This is an optimization exercise on Yosys and OpenROAD, whose aim is small area and a short achievable clock period, not a production implementation. RTL that was checked went through simulation tests only; none was proved equivalent to the original. Power is estimated from default activity; no workload was simulated.

== rev 12 ==
Design szservo_core, start of the top module:
module szservo_core (
    input  wire           clk,
    input  wire           rst,           
    input  wire           start,         
    input  wire           init,          
    input  wire           busy,          
    input  wire [767:0]   data,          
    output wire           ready,
    output wire           initialized,
    output wire           sclk,
    output wire           cs_n,
    output wire           sdo
);
Size in the first run: about 2000 cells after synthesis, about 810 flip-flops, roughly 780 I/O pins.
Settings: LEC_CHECK=0, CAP_MARGIN=5, CORE_MARGIN=2, CORE_UTILIZATION=40, CTS_BUF_LIST=sky130_fd_sc_hd__clkbuf_16, CTS_CLUSTER_DIAMETER=100, CTS_CLUSTER_SIZE=30, SETUP_SLACK_MARGIN=3.0, SLEW_MARGIN=5; clock period 5.0 ns.
standard.sh (not shown) runs the stock make flow with config.mk's settings and CLKGATE_MAP_FILE= SYNTH_SCRIPT=/design/flow/synth_recipe.tcl, a recipe that flattens the netlist after the stock synthesis.
==> flow/flow/run.sh <==
#!/bin/bash
# Layout flow: the standard ORFS flow (standard.sh), with the port
# buffers made from the smallest buffer cell instead of the resizer's
# default choice. Every input and output port still gets its buffer.
set -euo pipefail
export BUFFER_PORTS_ARGS="-buffer_cell sky130_fd_sc_hd__buf_1"
bash standard.sh > standard_flow.log 2>&1
Both conditions hold for rev 12: the flow ran to the end and the final layout passed the timing, design-rule and antenna checks.
Here is what was changed in the inputs of rev 13 compared with rev 12.
- a change of CAP_MARGIN from 5 to 20
- a change of SLEW_MARGIN from 5 to 20
## What came out
- Any difference in register-to-register slack between rev 13 and rev 12 is small enough to ignore.
- Flip-flop and latch count came out exactly the same in rev 12 and rev 13.
- Diff rev 12..rev 13 | slew at the pin with the worst max-slew slack | unchanged
- Taking rev 12 as the reference, in rev 13 depth of the critical timing path with buffers and inverters included barely changed, wire length barely changed, total power barely changed.
- Rev 12 -> rev 13: global-route wire length before repair flat
No run of this note included a check of the RTL's function; only the layout flow was run.

* * *

## job 895
The RTL this note starts from:
==> flow/design.v <==
module szservo_core (
    input  wire           clk,
    input  wire           rst,           
    input  wire           start,         
    input  wire           init,          
    input  wire           busy,          
    input  wire [767:0]   data,          
    output wire           ready,
    output wire           initialized,
    output wire           sclk,
    output wire           cs_n,
    output wire           sdo
);
    localparam integer C  = 32;
    localparam integer W  = 24;
    localparam integer L  = C * W;
    localparam integer RL = 16;          
    localparam integer NR = L / RL;      
    reg s_idle, s_setup, s_hold, s_delay, s_blo, s_bhi;
    reg csn_r;
    reg nld;                 
    reg [1:0] div_cnt;
    reg [4:0] bit_cnt;
    reg       init_latched;
    reg       initialized_r;
    reg       nrdy;          
    reg       ninit;         
    reg       sdo_r;
    reg       sh;            
    wire tick         = (div_cnt == 2'd0);
    wire word_zero;
    wire init_pending = (init | init_latched) & ~initialized_r;
    wire req          = start | init_pending;
    wire bit_zero     = (bit_cnt == 5'd0);
    wire div_load = (s_idle & req) | s_setup | s_hold | (s_bhi & busy & ~word_zero);
    wire go_setup = (s_idle & req) | s_hold | (s_bhi & busy & ~word_zero);
    wire go_hold  = s_setup & ~bit_zero;
    wire go_delay = s_setup & bit_zero;
    wire go_blo   = s_delay | (s_blo & busy);
    wire go_bhi   = (s_blo & ~busy) | (s_bhi & ~busy);
    wire go_idle  = (s_idle & ~req) | (s_bhi & busy & word_zero);
    wire n_idle   = tick ? go_idle  : s_idle;
    wire n_setup  = tick ? go_setup : s_setup;
    wire n_hold   = tick ? go_hold  : s_hold;
    wire n_delay  = tick ? go_delay : s_delay;
    wire n_initl  = init_latched | init;
    wire n_inited = initialized_r | (tick & s_bhi & busy & word_zero & init_pending);
    wire n_sh     = (div_cnt == 2'd1) & (s_hold | s_delay);
    reg  [L-1:0] rg;
    wire [L-1:0] rot;
    wire [NR-1:0] tap;
    genvar gr, gi;
    generate
        for (gr = 0; gr < NR; gr = gr + 1) begin : g_ring
            for (gi = 0; gi < RL; gi = gi + 1) begin : g_bit
                assign rot[gr*RL + gi] = rg[gr*RL + ((gi + RL - 1) % RL)];
            end
            assign tap[gr] = rg[gr*RL + RL - 1];
        end
    endgenerate
    always @(posedge clk) begin
        rg <= ~((data | {L{nld}}) & (rot | {L{s_idle}}));
    end
    reg  [9:0]    f;         
    reg           fnone;     
    reg  [3:0]    fq;        
    reg           nb1, v1;   
    reg           nb2, v2;   
    assign word_zero = fnone;
    wire fv   = ~fnone & (tap[f[9:4]] ^ f[0]);
    wire hit  = fnone | (fq == 4'd0);
    wire a_v  = sh ? v2 : v1;
    wire a_d  = sh ? nb2 : nb1;
    wire b_v  = sh ? 1'b0 : v2;
    wire take = hit & ~(a_v & b_v);
    always @(posedge clk) begin
        if (s_idle) begin
            nb1   <= init_pending ? data[W-2] : data[L-2];
            nb2   <= init_pending ? data[W-3] : data[L-3];
            v1    <= 1'b1;
            v2    <= 1'b1;
            f     <= init_pending ? W - 4 : L - 4;
            fq    <= init_pending ? 4'd5 : 4'd13;    
            fnone <= 1'b0;
        end else begin
            nb1 <= (take & ~a_v) ? fv : a_d;
            v1  <= a_v | take;
            if (take & a_v)
                nb2 <= fv;
            v2  <= b_v | (take & a_v);
            if (!take)
                fq <= fq + 1'b1;
            if (take) begin
                f <= f - 1'b1;
                if (f == 10'd0)
                    fnone <= 1'b1;
            end
        end
    end
    always @(posedge clk) begin
        if (rst) begin
            s_idle        <= 1'b1;
            s_setup       <= 1'b0;
            s_hold        <= 1'b0;
            s_delay       <= 1'b0;
            s_blo         <= 1'b0;
            s_bhi         <= 1'b0;
            csn_r         <= 1'b1;
            nld           <= 1'b0;
            div_cnt       <= 2'd0;
            init_latched  <= 1'b0;
            initialized_r <= 1'b0;
            nrdy          <= 1'b0;
            ninit         <= 1'b1;
            sdo_r         <= 1'b0;
            sh            <= 1'b0;
        end else begin
            if (!tick)
                div_cnt <= div_cnt - 1'b1;
            else if (div_load)
                div_cnt <= 2'd3;
            init_latched  <= n_initl;
            initialized_r <= n_inited;
            s_idle  <= n_idle;
            nld     <= ~n_idle;
            s_setup <= n_setup;
            s_hold  <= n_hold;
            s_delay <= n_delay;
            csn_r   <= ~(n_setup | n_hold | n_delay);
            nrdy    <= ~n_idle | (n_initl & ~n_inited);
            ninit   <= ~n_inited;
            sh      <= n_sh;
            if (tick) begin
                s_blo <= go_blo;
                s_bhi <= go_bhi;
            end
            if (s_idle) begin
                if (tick)
                    sdo_r <= init_pending ? data[W-1] : (start & data[L-1]);
            end else if (sh)
                sdo_r <= nb1;
        end
    end
    always @(posedge clk) begin
        if (tick) begin
            if (s_idle | (s_bhi & busy))
                bit_cnt <= W - 1;
            else if (s_hold)
                bit_cnt <= bit_cnt - 1'b1;
        end
    end
    assign sclk        = s_setup;
    assign cs_n        = csn_r;
    assign sdo         = sdo_r;
    assign ready       = ~(start | nrdy | (init & ninit));
    assign initialized = initialized_r;
endmodule
==> flow/config.mk <==
export PLATFORM = sky130hd
export DESIGN_NAME = szservo_core
export DESIGN_NICKNAME = szservo_core
export VERILOG_FILES = /design/flow/design.v
export SDC_FILE = /design/flow/constraint.sdc
export NUM_CORES = 4
export LEC_CHECK = 0
export CAP_MARGIN = 20
export CORE_MARGIN = 2
export CORE_UTILIZATION = 40
export CTS_BUF_LIST = sky130_fd_sc_hd__clkbuf_16
export CTS_CLUSTER_DIAMETER = 100
export CTS_CLUSTER_SIZE = 30
export SETUP_SLACK_MARGIN = 2.65
export SLEW_MARGIN = 20
==> flow/constraint.sdc <==
create_clock -name core_clock -period 5.0 [get_ports {clk}]
set_input_delay 1.0000 -clock core_clock [delete_from_list [all_inputs] [get_ports {clk}]]
set_output_delay 1.0000 -clock core_clock [all_outputs]
set_load 0.01 [all_outputs]
==> flow/flow/run.sh <==
#!/bin/bash
# Layout flow: the standard ORFS flow (standard.sh), with
# - the port buffers made from the smallest buffer cell instead of the
#   resizer's default choice (every input and output port still gets one);
# - clock tree synthesis without dummy balancing loads.
set -euo pipefail
export BUFFER_PORTS_ARGS="-buffer_cell sky130_fd_sc_hd__buf_1"
export CTS_ARGS="-sink_clustering_enable -repair_clock_nets -sink_clustering_size 30 -sink_clustering_max_diameter 100 -buf_list {sky130_fd_sc_hd__clkbuf_8 sky130_fd_sc_hd__clkbuf_16} -sink_clustering_buffer sky130_fd_sc_hd__clkbuf_16 -dont_use_dummy_load"
bash standard.sh > standard_flow.log 2>&1
Edits applied to the flow inputs when going from job 895 to job 3183:
- CTS_CLUSTER_DIAMETER now 50, was 100
- SETUP_SLACK_MARGIN now 3.0, was 2.65
- CTS_BUF_LIST now sky130_fd_sc_hd__clkbuf_8, was sky130_fd_sc_hd__clkbuf_16
- CTS_CLUSTER_SIZE now 16, was 30
==> flow/flow/run.sh <==
#!/bin/bash
# Layout flow: the standard ORFS flow (standard.sh), with the port
# buffers made from the smallest buffer cell instead of the resizer's
# default choice. Every input and output port still gets its buffer.
set -euo pipefail
export BUFFER_PORTS_ARGS="-buffer_cell sky130_fd_sc_hd__buf_1"
bash standard.sh > standard_flow.log 2>&1
Notes after the runs:
- Between job 895 and job 3183, setup slack after layout decreased.
- Changes observed in job 3183 relative to job 895: final-layout fill cell count has decreased; final critical-path share of the clock period has increased.
Inputs modified between job 3183 and job 6828:
- CTS_CLUSTER_DIAMETER changed from 50 to 100
- CTS_CLUSTER_SIZE changed from 16 to 32
- CTS_BUF_LIST changed from sky130_fd_sc_hd__clkbuf_8 to sky130_fd_sc_hd__clkbuf_16
- start as the timing startpoint of the critical path was reported by job 3183, and init by job 6828.
- Post-layout instance area in job 6828 is 2.2% lower than in job 3183
- Summary of job 6828 over job 3183: met2 track utilization from global routing about even, synthesis-to-finish area growth went down by 2.7 points.
- Looking at job 3183 and job 6828, the worst hold slack is a wash.
Relative to job 6828, the following input files were edited for job 8987:
- PLACE_DENSITY: unset -> 0.7
- CTS_CLUSTER_SIZE: 32 -> 30
- SETUP_SLACK_MARGIN: 3.0 -> 2.65
==> flow/flow/run.sh <==
#!/bin/bash
# Layout flow: the standard ORFS flow (standard.sh), with
# - the port buffers made from the smallest buffer cell instead of the
#   resizer's default choice (every input and output port still gets one);
# - clock tree synthesis without dummy balancing loads.
set -euo pipefail
export BUFFER_PORTS_ARGS="-buffer_cell sky130_fd_sc_hd__buf_1"
export CTS_ARGS="-sink_clustering_enable -repair_clock_nets -sink_clustering_size 30 -sink_clustering_max_diameter 100 -buf_list sky130_fd_sc_hd__clkbuf_16 -dont_use_dummy_load"
bash standard.sh > standard_flow.log 2>&1
==> comparison <==
Job 8987: global-route met2 utilization lower than job 6828. Compare job 6828 and job 8987 | time the worst path needs with I/O delays and setup higher: job 6828. Taking job 8987 as 1.0, job 6828 lands at 0.79 on total clock buffers created by CTS. Number of global-route vias before repair for job 8987: 290 down relative to job 6828. Job 8987 and job 6828 ended up with roughly the same largest stage delay on the critical path. Job 8987 does worse than job 6828 on worst slack on hold paths. STATUS worst slack at placement: job 8987 loses against job 6828. Compared with job 6828, job 8987 shows a lower cell count. As far as power dissipated in sequential cells is concerned, job 6828 and job 8987 perform about the same. Delta (job 8987 minus job 6828): total number of sequential cells roughly the same, share of the clock period used by the worst path lower.

==> separate check: timing with driven ports <==
The flow's constraints put no driver on any port. The routed layouts listed below were extracted and timed again, unchanged, in two steps.
Step 1 (the two cells are an assumption about what drives the block):
set clk [get_ports {clk}]
set_driving_cell -lib_cell sky130_fd_sc_hd__clkbuf_16 $clk
set_driving_cell -lib_cell sky130_fd_sc_hd__buf_2 [delete_from_list [all_inputs] $clk]
Step 2 also shifts input and output timing later by t, the mid clock arrival at the registers, as if the neighbouring blocks saw the same clock.
Slacks: ideal ports / drivers / drivers and shift; pairs: ideal ports / drivers.
| run | shift t [ns] | setup WS [ns] | worst hold slack (ns) | worst setup path at the end | pins driven straight from the clock port |
|---|---|---|---|---|---|
| rev 12 | 0.677 | 2.569 / 2.528 / 2.528 | 0.410 / 0.410 / 0.410 | input to output | 1 |
| rev 13 | 0.677 | 2.569 / 2.528 / 2.528 | 0.410 / 0.410 / 0.410 | input to output | 1 |
| job 895 | 0.605 | 2.581 / 2.538 / 2.519 | 0.361 / 0.361 / 0.361 | input to register | 1 |
| job 3183 | 0.712 | 2.542 / 2.507 / 2.507 | 0.397 / 0.397 / 0.397 | input to output | 1 |
| job 6828 | 0.678 | 2.559 / 2.504 / 2.504 | 0.398 / 0.398 / 0.398 | input to output | 1 |
| job 8987 | 0.606 | 2.581 / 2.538 / 2.511 | 0.329 / 0.329 / 0.329 | input to register | 1 |
After both steps setup and hold are still met in every run listed. The setup slack of job 8987, which loses most, moves by -0.043 ns with the drivers and by -0.070 ns with both steps.
